From an optimization exercise on the open Yosys and OpenROAD flow, aimed at small area, a short achievable clock period and few clock cycles; shortcuts taken in it are not production practice.
In this exercise RTL edits were held to simulation tests only and were not proved equivalent to the original.
Power figures rest on the tool's default switching activity, not on a simulated workload.

`design.v`:
```
module soc16_regfile (
    input  wire        clk,
    input  wire [3:0]  ra_addr,
    output wire [15:0] ra_data,
    input  wire [3:0]  rb_addr,
    output wire [15:0] rb_data,
    input  wire        we,
    input  wire [3:0]  waddr,
    input  wire [15:0] wdata
);
    reg [15:0] regs [1:15];
    assign ra_data = (ra_addr == 4'd0) ? 16'd0 : regs[ra_addr];
    assign rb_data = (rb_addr == 4'd0) ? 16'd0 : regs[rb_addr];
    always @(posedge clk) begin
        if (we && waddr != 4'd0)
            regs[waddr] <= wdata;
    end
endmodule
module soc16_divider (
    input  wire        clk,
    input  wire        rst,
    input  wire        start,
    input  wire        is_mul,
    input  wire [15:0] a,           
    input  wire [15:0] b,           
    output wire        done,        
    output wire [15:0] quot,        
    output wire        quot_ovf,    
    output wire [15:0] rem,         
    output wire        mul_ovf      
);
    reg        busy;
    reg        fin;
    reg        mode_mul;
    reg [2:0]  count;      
    reg [15:0] q_reg;      
    reg [15:0] r_reg;      
    reg [15:0] d_mag;      
    reg        x_neg;
    reg        y_neg;
    reg        sticky;     
    wire [15:0] x = is_mul ? b : a;
    wire [15:0] y = is_mul ? a : b;
    wire [15:0] w = x ^ {16{x[15]}};
    wire [15:0] v = {w[14:0], x[15]};
    wire [7:0]  vp = {|v[15:14], |v[13:12], |v[11:10], |v[9:8],
                      |v[7:6],   |v[5:4],   |v[3:2],   |v[1:0]};
    reg  [2:0]  k;
    always @(*) begin
        casez (vp)
            8'b1???????: k = 3'd7;
            8'b01??????: k = 3'd6;
            8'b001?????: k = 3'd5;
            8'b0001????: k = 3'd4;
            8'b00001???: k = 3'd3;
            8'b000001??: k = 3'd2;
            8'b0000001?: k = 3'd1;
            default:     k = 3'd0;
        endcase
    end
    wire [15:0] x_abs = x[15] ? (~x + 16'd1) : x;
    wire [15:0] y_abs = y[15] ? (~y + 16'd1) : y;
    wire [15:0] x_sh  = x_abs << {~k, 1'b0};
    function automatic [16:0] step;    
        input [15:0] r;
        input        xb;
        input        mul;
        input [15:0] d;
        reg   [17:0] s, t;
        begin
            s = {1'b0, r, mul ? 1'b0 : xb};
            if (mul)
                t = s + (xb ? {2'b0, d} : 18'd0);
            else
                t = s - {2'b0, d};
            if (mul)
                step = {t[17] | t[16], t[15:0]};
            else
                step = {~t[17], t[17] ? s[15:0] : t[15:0]};
        end
    endfunction
    wire [16:0] st1 = step(r_reg, q_reg[15], mode_mul, d_mag);
    wire [16:0] st2 = step(st1[15:0], q_reg[14], mode_mul, d_mag);
    always @(posedge clk) begin
        if (rst) begin
            busy <= 1'b0;
            fin  <= 1'b0;
        end else begin
            fin <= 1'b0;
            if (start) begin
                busy     <= 1'b1;
                mode_mul <= is_mul;
                count    <= k;
                q_reg    <= x_sh;
                r_reg    <= 16'd0;
                d_mag    <= y_abs;
                x_neg    <= x[15];
                y_neg    <= y[15];
                sticky   <= 1'b0;
            end else if (busy) begin
                q_reg  <= {q_reg[13:0], st1[16], st2[16]};
                r_reg  <= st2[15:0];
                sticky <= sticky | (mode_mul & (st1[16] | st2[16]));
                count  <= count - 3'd1;
                if (count == 3'd0) begin
                    busy <= 1'b0;
                    fin  <= 1'b1;
                end
            end
        end
    end
    wire diff = x_neg ^ y_neg;
    wire adj  = !mode_mul && diff && (r_reg != 16'd0);
    assign done     = fin;
    assign quot     = diff ? (adj ? ~q_reg : (~q_reg + 16'd1)) : q_reg;
    assign quot_ovf = !diff && q_reg[15];
    assign mul_ovf  = sticky || (r_reg[15] && !(diff && r_reg[14:0] == 15'd0));
    wire sgn = mode_mul ? diff : y_neg;
    reg  [15:0] ra, rb;
    reg         rc;
    always @(*) begin
        case ({sgn, adj})
            2'b11:   begin ra = r_reg;  rb = ~d_mag; rc = 1'b1; end   
            2'b10:   begin ra = 16'd0;  rb = ~r_reg; rc = 1'b1; end   
            2'b01:   begin ra = d_mag;  rb = ~r_reg; rc = 1'b1; end   
            default: begin ra = r_reg;  rb = 16'd0;  rc = 1'b0; end   
        endcase
    end
    assign rem = ra + rb + {15'd0, rc};
endmodule
module soc16_core (
    input  wire        clk,
    input  wire        rst,           
    input  wire [8:0]  code_size,     
    output reg         mem_req,
    output reg         mem_we,
    output reg  [7:0]  mem_addr,
    output reg  [15:0] mem_wdata,
    input  wire        mem_ready,
    input  wire [15:0] mem_rdata,
    output wire        in_req,
    input  wire        in_valid,
    input  wire        in_eof,
    input  wire        in_abort,
    input  wire [15:0] in_data,
    output reg         out_valid,
    output reg  [15:0] out_data,
    input  wire        cancel,
    output reg         halted,
    output reg         faulted,
    output reg  [3:0]  fault_code,
    output reg  [15:0] fault_pc,
    output reg  [15:0] fault_word
);
    localparam [3:0] F_MEM_OOB    = 4'd1,
                     F_JUMP       = 4'd3,
                     F_MEM_TARGET = 4'd4,
                     F_DIV_ZERO   = 4'd5,
                     F_OVERFLOW   = 4'd6,
                     F_OPCODE     = 4'd7,
                     F_INTERRUPT  = 4'd8,
                     F_EOF        = 4'd9;
    localparam [2:0] S_X    = 3'd0,
                     S_M    = 3'd1,
                     S_DIV  = 3'd2,
                     S_RD   = 3'd3,
                     S_RW   = 3'd4,
                     S_DONE = 3'd5;
    reg [2:0]  state;
    reg [8:0]  cs;         
    reg        iv;         
    reg [15:0] ir;         
    reg [8:0]  ipc;        
    reg [8:0]  ipc1;       
    reg        pt;         
    reg [8:0]  fpc;        
    reg        acc_we;
    reg [7:0]  acc_addr;
    reg [15:0] dq;         
    reg [3:0]  ld_rx;      
    reg [3:0]  fcode;
    wire [3:0] op   = ir[15:12];
    wire [3:0] rx   = ir[11:8];
    wire [3:0] ry   = ir[7:4];
    wire [3:0] rz   = ir[3:0];
    wire [7:0] imm  = ir[7:0];
    wire [15:0] simm = {{8{imm[7]}}, imm};
    reg  [3:0]  ra_addr;
    reg  [3:0]  rb_addr;
    wire [3:0]  f_op   = mem_rdata[15:12];
    wire        f_use_ry = (f_op == 4'h4) || (f_op == 4'h6) || (f_op == 4'h7) ||
                           (f_op == 4'h8) || (f_op == 4'h9) || (f_op == 4'hA);
    wire [3:0]  f_ra   = f_use_ry ? mem_rdata[7:4] : mem_rdata[11:8];
    wire [3:0]  f_rb   = (f_op == 4'h4) ? mem_rdata[11:8] : mem_rdata[3:0];
    wire [15:0] ra_data;
    wire [15:0] rb_data;
    reg         rf_we;
    reg  [3:0]  rf_waddr;
    reg  [15:0] rf_wdata;
    soc16_regfile u_regfile (
        .clk     (clk),
        .ra_addr (ra_addr),
        .ra_data (ra_data),
        .rb_addr (rb_addr),
        .rb_data (rb_data),
        .we      (rf_we),
        .waddr   (rf_waddr),
        .wdata   (rf_wdata)
    );
    wire        alu_sub = (op == 4'h7);
    wire [15:0] alu_b   = (op == 4'h5) ? simm : rb_data;
    wire [16:0] alu_res = {ra_data[15], ra_data} +
                          ({alu_b[15], alu_b} ^ {17{alu_sub}}) + {16'd0, alu_sub};
    wire        alu_ovf = alu_res[16] != alu_res[15];
    wire        div_start;
    wire        div_done;
    wire [15:0] div_quot;
    wire        div_qovf;
    wire [15:0] div_rem;
    wire        div_movf;
    soc16_divider u_divider (
        .clk      (clk),
        .rst      (rst),
        .start    (div_start),
        .is_mul   (op == 4'h8),
        .a        (ra_data),
        .b        (rb_data),
        .done     (div_done),
        .quot     (div_quot),
        .quot_ovf (div_qovf),
        .rem      (div_rem),
        .mul_ovf  (div_movf)
    );
    wire        imm_addr_ok = ({1'b0, imm} >= cs);                                
    wire        reg_addr_ok = (ra_data[15:8] == 8'd0) && ({1'b0, ra_data[7:0]} >= cs);  
    wire        imm_tgt_ok  = ({1'b0, imm} < cs);                                 
    wire        reg_tgt_ok  = (ra_data[15:9] == 7'd0) && (ra_data[8:0] < cs);    
    wire        pc_oob      = (ipc >= cs);
    wire        x_zero = (ra_data == 16'd0);
    wire        x_neg  = ra_data[15];
    reg         br_taken;
    always @(*) begin
        case (op)
            4'hC:    br_taken = x_zero;
            4'hD:    br_taken = !x_zero;
            4'hE:    br_taken = !x_zero && !x_neg;
            4'hF:    br_taken = x_neg;
            default: br_taken = 1'b1;    
        endcase
    end
    wire [8:0]  pred_addr = pt ? {1'b0, imm} : ipc1;
    wire [8:0]  fetch_addr = iv ? pred_addr : fpc;
    wire        f_pt = (f_op == 4'hB) ||
                       (f_op[3:2] == 2'b11 && ({1'b0, mem_rdata[7:0]} <= fetch_addr));
    assign in_req = (state == S_RD);
    reg        go_fault;
    reg [3:0]  nf_code;
    reg        go_halt;
    reg [2:0]  nstate;
    reg        ld_ir;       
    reg        redirect;    
    reg [8:0]  raddr;       
    reg        empty_pc;    
    reg        start_acc;
    reg        nacc_we;
    reg [7:0]  nacc_addr;
    reg        ld_dq;
    reg [15:0] ndq;
    reg        nout;
    assign div_start = (state == S_X) && iv && !cancel && !pc_oob &&
                       ((op == 4'h8) || (((op == 4'h9) || (op == 4'hA)) && (rb_data != 16'd0)));
    always @(*) begin
        go_fault   = 1'b0;
        nf_code    = 4'd0;
        go_halt    = 1'b0;
        nstate     = state;
        ld_ir      = 1'b0;
        redirect   = 1'b0;
        raddr      = ipc1;
        empty_pc   = 1'b0;
        rf_we      = 1'b0;
        rf_waddr   = rx;
        rf_wdata   = alu_res[15:0];
        start_acc  = 1'b0;
        nacc_we    = 1'b0;
        nacc_addr  = imm;
        ld_dq      = 1'b0;
        ndq        = ra_data;
        nout       = 1'b0;
        mem_req    = 1'b1;
        mem_we     = 1'b0;
        mem_addr   = fetch_addr[7:0];
        mem_wdata  = dq;
        case (state)
            S_X: begin
                if (!iv) begin
                    if (cancel) begin
                        go_fault = 1'b1; nf_code = F_INTERRUPT; empty_pc = 1'b1;
                    end else if (fpc >= cs) begin
                        go_fault = 1'b1; nf_code = F_MEM_OOB; empty_pc = 1'b1;
                    end else begin
                        ld_ir = 1'b1;
                    end
                end else if (cancel) begin
                    go_fault = 1'b1; nf_code = F_INTERRUPT;
                end else if (pc_oob) begin
                    go_fault = 1'b1; nf_code = F_MEM_OOB;
                end else begin
                    ld_ir = 1'b1;
                    case (op)
                        4'h0: begin
                            if (ir == 16'h0000) begin                        
                                go_halt = 1'b1;
                            end else if (ry == 4'd0 && rz == 4'd1) begin     
                                ld_ir  = 1'b0;
                                nstate = S_RD;
                            end else if (ry == 4'd0 && rz == 4'd2) begin     
                                nout  = 1'b1;
                                ld_dq = 1'b1;
                                ndq   = ra_data;
                            end else if (ry == 4'd0 && rz == 4'd3) begin     
                                if (reg_tgt_ok) begin
                                    redirect = 1'b1;
                                    raddr    = ra_data[8:0];
                                end else begin
                                    go_fault = 1'b1; nf_code = F_JUMP;
                                end
                            end else begin
                                go_fault = 1'b1; nf_code = F_OPCODE;
                            end
                        end
                        4'h1: begin                                          
                            rf_we    = 1'b1;
                            rf_wdata = simm;
                        end
                        4'h2, 4'h3: begin                                    
                            if (imm_addr_ok) begin
                                start_acc = 1'b1;
                                nacc_we   = (op == 4'h3);
                                nacc_addr = imm;
                                ld_dq     = 1'b1;
                                ndq       = ra_data;
                                nstate    = S_M;
                            end else begin
                                go_fault = 1'b1; nf_code = F_MEM_TARGET;
                            end
                        end
                        4'h4: begin                                          
                            if (rz == 4'd0 || rz == 4'd1) begin
                                if (reg_addr_ok) begin
                                    start_acc = 1'b1;
                                    nacc_we   = (rz == 4'd1);
                                    nacc_addr = ra_data[7:0];
                                    ld_dq     = 1'b1;
                                    ndq       = rb_data;
                                    nstate    = S_M;
                                end else begin
                                    go_fault = 1'b1; nf_code = F_MEM_TARGET;
                                end
                            end else begin
                                go_fault = 1'b1; nf_code = F_OPCODE;
                            end
                        end
                        4'h5, 4'h6, 4'h7: begin                              
                            if (alu_ovf) begin go_fault = 1'b1; nf_code = F_OVERFLOW; end
                            else begin rf_we = 1'b1; rf_wdata = alu_res[15:0]; end
                        end
                        4'h8: begin                                          
                            ld_ir  = 1'b0;
                            nstate = S_DIV;
                        end
                        4'h9, 4'hA: begin                                    
                            ld_ir = 1'b0;
                            if (rb_data == 16'd0) begin go_fault = 1'b1; nf_code = F_DIV_ZERO; end
                            else nstate = S_DIV;
                        end
                        default: begin                                       
                            if (!imm_tgt_ok) begin
                                go_fault = 1'b1; nf_code = F_JUMP;
                            end else begin
                                redirect = (br_taken != pt);
                                raddr    = br_taken ? {1'b0, imm} : ipc1;
                                if (op == 4'hB) begin                        
                                    rf_we    = 1'b1;
                                    rf_wdata = {7'd0, ipc1};
                                end
                            end
                        end
                    endcase
                end
            end
            S_M: begin
                mem_we    = acc_we;
                mem_addr  = acc_addr;
                rf_waddr  = ld_rx;
                rf_wdata  = mem_rdata;
                if (mem_ready) begin
                    nstate = S_X;
                    rf_we  = !acc_we;
                end
            end
            S_RD: begin
                if (in_abort) begin
                    go_fault = 1'b1; nf_code = F_INTERRUPT;
                end else if (in_eof) begin
                    go_fault = 1'b1; nf_code = F_EOF;
                end else if (in_valid) begin
                    ld_dq  = 1'b1;
                    ndq    = in_data;
                    nstate = S_RW;
                end
            end
            S_RW: begin
                rf_we    = 1'b1;
                rf_wdata = dq;
                ld_ir    = 1'b1;
                nstate   = S_X;
            end
            S_DIV: begin
                if (div_done) begin
                    if (op == 4'h8) begin
                        if (div_movf) begin go_fault = 1'b1; nf_code = F_OVERFLOW; end
                        else begin rf_we = 1'b1; rf_wdata = div_rem; ld_ir = 1'b1; nstate = S_X; end
                    end else if (op == 4'h9) begin
                        if (div_qovf) begin go_fault = 1'b1; nf_code = F_OVERFLOW; end
                        else begin rf_we = 1'b1; rf_wdata = div_quot; ld_ir = 1'b1; nstate = S_X; end
                    end else begin
                        rf_we = 1'b1; rf_wdata = div_rem; ld_ir = 1'b1; nstate = S_X;
                    end
                end
            end
            default: begin
                mem_req = 1'b0;
                nstate  = S_DONE;
            end
        endcase
        if (go_fault) begin
            rf_we     = 1'b0;
            ld_ir     = 1'b0;
            start_acc = 1'b0;
            ld_dq     = 1'b0;
            nout      = 1'b0;
            nstate    = S_DONE;
        end
        if (go_halt) begin
            ld_ir  = 1'b0;
            nstate = S_DONE;
        end
    end
    always @(posedge clk) begin
        cs <= code_size;
        if (rst) begin
            state     <= S_X;
            iv        <= 1'b0;
            fpc       <= 9'd0;
            halted    <= 1'b0;
            faulted   <= 1'b0;
            out_valid <= 1'b0;
        end else begin
            state     <= nstate;
            out_valid <= nout;
            if (ld_ir) begin
                ir   <= mem_rdata;
                ipc  <= fetch_addr;
                ipc1 <= fetch_addr + 9'd1;
                pt   <= f_pt;
                ra_addr <= f_ra;
                rb_addr <= f_rb;
                iv   <= mem_ready && !redirect;
                fpc  <= redirect ? raddr : fetch_addr;
            end
            if (empty_pc)
                ipc <= fpc;
            if (start_acc) begin
                acc_we   <= nacc_we;
                acc_addr <= nacc_addr;
                ld_rx    <= rx;
            end
            if (ld_dq)
                dq <= ndq;
            if (go_halt)
                halted <= 1'b1;
            if (go_fault) begin
                faulted <= 1'b1;
                fcode   <= nf_code;
            end
        end
    end
    always @(*) begin
        fault_code = fcode;
        fault_pc   = {7'd0, ipc};
        fault_word = ir;
        out_data   = dq;
    end
endmodule
```
`run.sh`:
```
#!/bin/bash
# synth_recipe.tcl (not shown) runs the flow's synth.tcl, then flattens the netlist and writes it again
# the make line also repeats each setting of config.mk as NAME=value (left out here)
make -C /OpenROAD-flow-scripts/flow DESIGN_CONFIG=/design/flow/config.mk WORK_HOME=/design/flow/orfs CLKGATE_MAP_FILE= SYNTH_SCRIPT=/design/flow/synth_recipe.tcl finish
```
`config.mk`:
```
export PLATFORM = sky130hd
export DESIGN_NAME = soc16_core
export DESIGN_NICKNAME = soc16_core
export VERILOG_FILES = /design/flow/design.v
export SDC_FILE = /design/flow/constraint.sdc
export NUM_CORES = 4
export LEC_CHECK = 0
export CAP_MARGIN = 20
export CORE_MARGIN = 2
export CORE_UTILIZATION = 40
export SLEW_MARGIN = 20
```
`constraint.sdc`:
```
create_clock -name core_clock -period 16.0 [get_ports {clk}]
set_input_delay 3.2000 -clock core_clock [delete_from_list [all_inputs] [get_ports {clk}]]
set_output_delay 3.2000 -clock core_clock [all_outputs]
set_load 0.01 [all_outputs]
```
==> impl_metrics.env <==
export IMPL_status="complete, no violations"
export IMPL_reg2reg_depth=27
export IMPL_grtUsageTotal_pct=28.2
export IMPL_synth_area_per_cell_sq_um=10.2
export IMPL_die_width_um=272
export IMPL_p_comb_share_pct=57.7
export IMPL_wl_per_cell_um=27.5
export IMPL_clkTransAtPathRegs_ps=60
export IMPL_fmax_mhz=123
export IMPL_vdd_drop_max_mv=0.140
export IMPL_synth_ff_type="edfxtp_1"
export IMPL_drt_initial_drc_count=2805
export IMPL_seq_area_frac_synth_pct=41.2
export IMPL_synth_common_cells="371 x edfxtp_1, 212 x nand2_1, 189 x nor2_1, 154 x o21ai_0, 140 x mux2i_1"
export IMPL_p_leak_nw=12.3
export IMPL_drv_cap=0
export IMPL_regMostFlops="u_regfile.regs"
export IMPL_p_seq_share_pct=27.0
export IMPL_rows=98
export IMPL_port_buffers=122
export IMPL_totalNegativeSetupSlack_ps=0
export IMPL_cts_htree_levels=2
export IMPL_crit_type="reg2reg"
export IMPL_grtUsageMet1_pct=38.3
export IMPL_p_int_w=0.00379
export IMPL_antenna_found_initial=2
export IMPL_worst_pin_slew_ps=1190
export IMPL_reg2reg_slack_ps=7860
export IMPL_postCtsHoldBufs=0
export IMPL_vias=24700
export IMPL_path_delay_family="compound AO/OA/AOI/OAI gates"
export IMPL_path_depth=27
export IMPL_clock_skew_ps=74.6
export IMPL_placed_area_sq_mm=0.0311
export IMPL_period_share_pct=50.9
export IMPL_startpoint_type="flop"
export IMPL_insertion_delay_ps=650
export IMPL_fin_cells=3876
export IMPL_die_h_um=272
export IMPL_hpwl_mm=79.8
export IMPL_async_flop_share_pct=0
export IMPL_placed_cells=3783
export IMPL_synth_top_area_share_pct=38.8
export IMPL_hold_class="reg2reg"
export IMPL_grt_util_met3_pct=4.89
export IMPL_maxSlewHeadroom_pct=19.9
export IMPL_cp_required_ps=16350
export IMPL_ys_top_cells_by_area="edfxtp_1 39%, mux4_2 5.5%, ha_1 5.1%"
export IMPL_crit_fanout=18
export IMPL_preCtsSetupSlack_ps=7800
export IMPL_post_cts_buffers=0
export IMPL_ys_ff_latch=406
export IMPL_cp_slowest_cell="nor4_1"
export IMPL_dieArea_sq_mm=0.0739
export IMPL_layout_setup_ws_ps=7860
export IMPL_crit_start="u_divider.d_mag[2]"
export IMPL_cts_made_buffers=49
export IMPL_largest_register_ffs=240
export IMPL_finalSetupViolCount=0
export IMPL_via_per_inst=6.37
export IMPL_end_kind="flop"
export IMPL_timing_hold_ws_ps=448
export IMPL_p_sw_w=0.00337
export IMPL_rr_endpoint="u_divider.q_reg[0]"
export IMPL_top_usage_layer="met2"
export IMPL_areaGrowthSynthToFinish_pct=13.7
export IMPL_hold_viol=0
export IMPL_crit_buf_inv=1
export IMPL_grt_pass1_wl_mm=156
export IMPL_synth_most_common_cell="edfxtp_1"
export IMPL_core_sq_mm=0.0712
export IMPL_crit_path_frequent_cell="a21o_1"
export IMPL_place_congestion=0.985
export IMPL_met2_usage_pct=44.5
export IMPL_synth_area_leader_cell="edfxtp_1"
export IMPL_dr_pass1_iters=8
export IMPL_cts_tree="built"
export IMPL_critPathCapture="u_divider.q_reg[0]"
export IMPL_clock_power_share_pct=15.2
export IMPL_rsz0062_at_grt="false"
export IMPL_grt_remaining_overflow=0
export IMPL_cts_sinks=406
export IMPL_drive_gt1_share_pct=12.1
export IMPL_fin_crit_ps=8140
export IMPL_worstPathArrival_ps=8500
export IMPL_synth_edf_count=371
export IMPL_cts_resized=0
export IMPL_wl_mm=106
export IMPL_drc_errors=0
export IMPL_netlist_area_sq_mm=0.0287
export IMPL_r2r_start="u_divider.d_mag[2]"
export IMPL_clock_root_buffer="clkbuf_16"
export IMPL_start_util_pct=40.3
export IMPL_grt_start_max_net_pins=44
export IMPL_clock_path_buffers=3
export IMPL_syn_inst=2804
export IMPL_ys_warnings_count=3
export IMPL_diodes=0
export IMPL_drv_slew=0
export IMPL_ant_nets=0
export IMPL_synth_distinct_cells=90
export IMPL_slowest_delay_ps=520
export IMPL_netSwitchingFraction_pct=47.1
export IMPL_nets=3055
export IMPL_grt_pass1_vias=23700
export IMPL_final_cell_area_sq_mm=0.0327
export IMPL_io_pins=130
export IMPL_power_density_mw_per_mm2=219
==> cell usage in the layout (no fill, tap or decap), types with 73 or more instances in the layout <==
cell and instances:
nor3_1 73, mux2_2 73, buf_4 77, mux2i_1 140, o21ai_0 153, nand2_1 212, nor2_1 188, a21oi_1 134
inv_1 126, xnor2_1 73, edfxtp_1 371, ha_1 116, clkdlybuf4s50_1 122
==> kinds of logic (layout without fill, tap and decap cells) <==
group	count (synthesis)	in the layout	synth area share, %
adders and majority gates	122	122	5.44
and+or+nand+nor	821	821	14.0
buffers and inverters	303	419	4.67
AOI/OAI and AO/OA	750	750	17.8
other	1	7	0.0131
DFF	406	406	41.2
xor gates and xnor gates	116	116	3.54
muxes	285	285	13.3
==> layout make-up <==
type	instances	area, sq um
clock buffers	63	1300
clock inverters	28	259
fillers	6619	38600
inverters	127	477
multi-input cells	2101	15700
flip-flops and latches	406	11900
well taps	950	1190
repair buffers	201	1830
==> per-layer routing <==
layer | wire length (um) | vias up
met5 | 11 | -
met4 | 4930 | 2
met3 | 10400 | 264
met2 | 47800 | 1395
met1 | 43300 | 12100
li1 | - | 10900
==> worst min path at each step <==
stage | from | to | slack (ps) | depth (start not counted)
floorplan | u_divider.busy | u_divider.fin | 410 | 2
global placement | u_divider.busy | u_divider.fin | 420 | 2
detailed placement | u_divider.busy | u_divider.fin | 440 | 2
CTS | u_divider.busy | u_divider.fin | 450 | 2
global route | u_divider.busy | u_divider.fin | 470 | 2
finish | u_divider.busy | u_divider.fin | 450 | 2
==> power groups by stage <==
stage / Combinational (W) / Sequential, W / Clock (W)
final: 0.00414 / 0.00194 / 0.00109
after global routing: 0.00438 / 0.00195 / 0.00115
after CTS: 0.00400 / 0.00193 / 0.00110
after detailed placement: 0.00397 / 0.00196 / 0
after global placement: 0.00390 / 0.00196 / 0
after floorplan: 0.00257 / 0.00185 / 0
==> worst register-to-register path, delay by kind of cell (launching register included) <==
kind                       cells  cell delay (ps)
adders and majority gates      2              670
muxes                          2              600
xor gates and xnor gates       1              160
buffers and inverters          1              300
and+or+nand+nor                8             2710
AOI/OAI and AO/OA             13             2980
DFF                            1              490
==> per-stage QoR <==
stage          total power (W)  util (%)
6_report               0.00716      45.8
5_1_grt                0.00747      45.8
4_1_cts                0.00703      45.8
3_5_place_dp           0.00593      43.6
3_3_place_gp           0.00586      43.6
2_1_floorplan          0.00442         -
Testbench counts, summed over its fixed seeds: cycles 127,672.

==> port drivers added, routing unchanged <==
The results above use ideal ports. As a check the final layout listed here was re-extracted and re-timed, cells and wires unchanged.
Step 1 assumes that a clkbuf_16 drives the clock port and a buf_2 every other input.
Step 2 also shifts input and output timing later by t, the mid clock arrival at the registers, as if the neighbouring blocks saw the same clock.
Three values: ideal ports, drivers, drivers and shift; two values: the first two.
shift t [ns]: 0.688
setup WS [ns]: 7.856 / 7.856 / 7.856
worst slew at a driven data input, ns: 0.08
pins driven straight from the clock port: 1
After both steps setup and hold are still met in this run. The setup slack of this run moves by 0.000 ns with the drivers and by 0.000 ns with both steps.
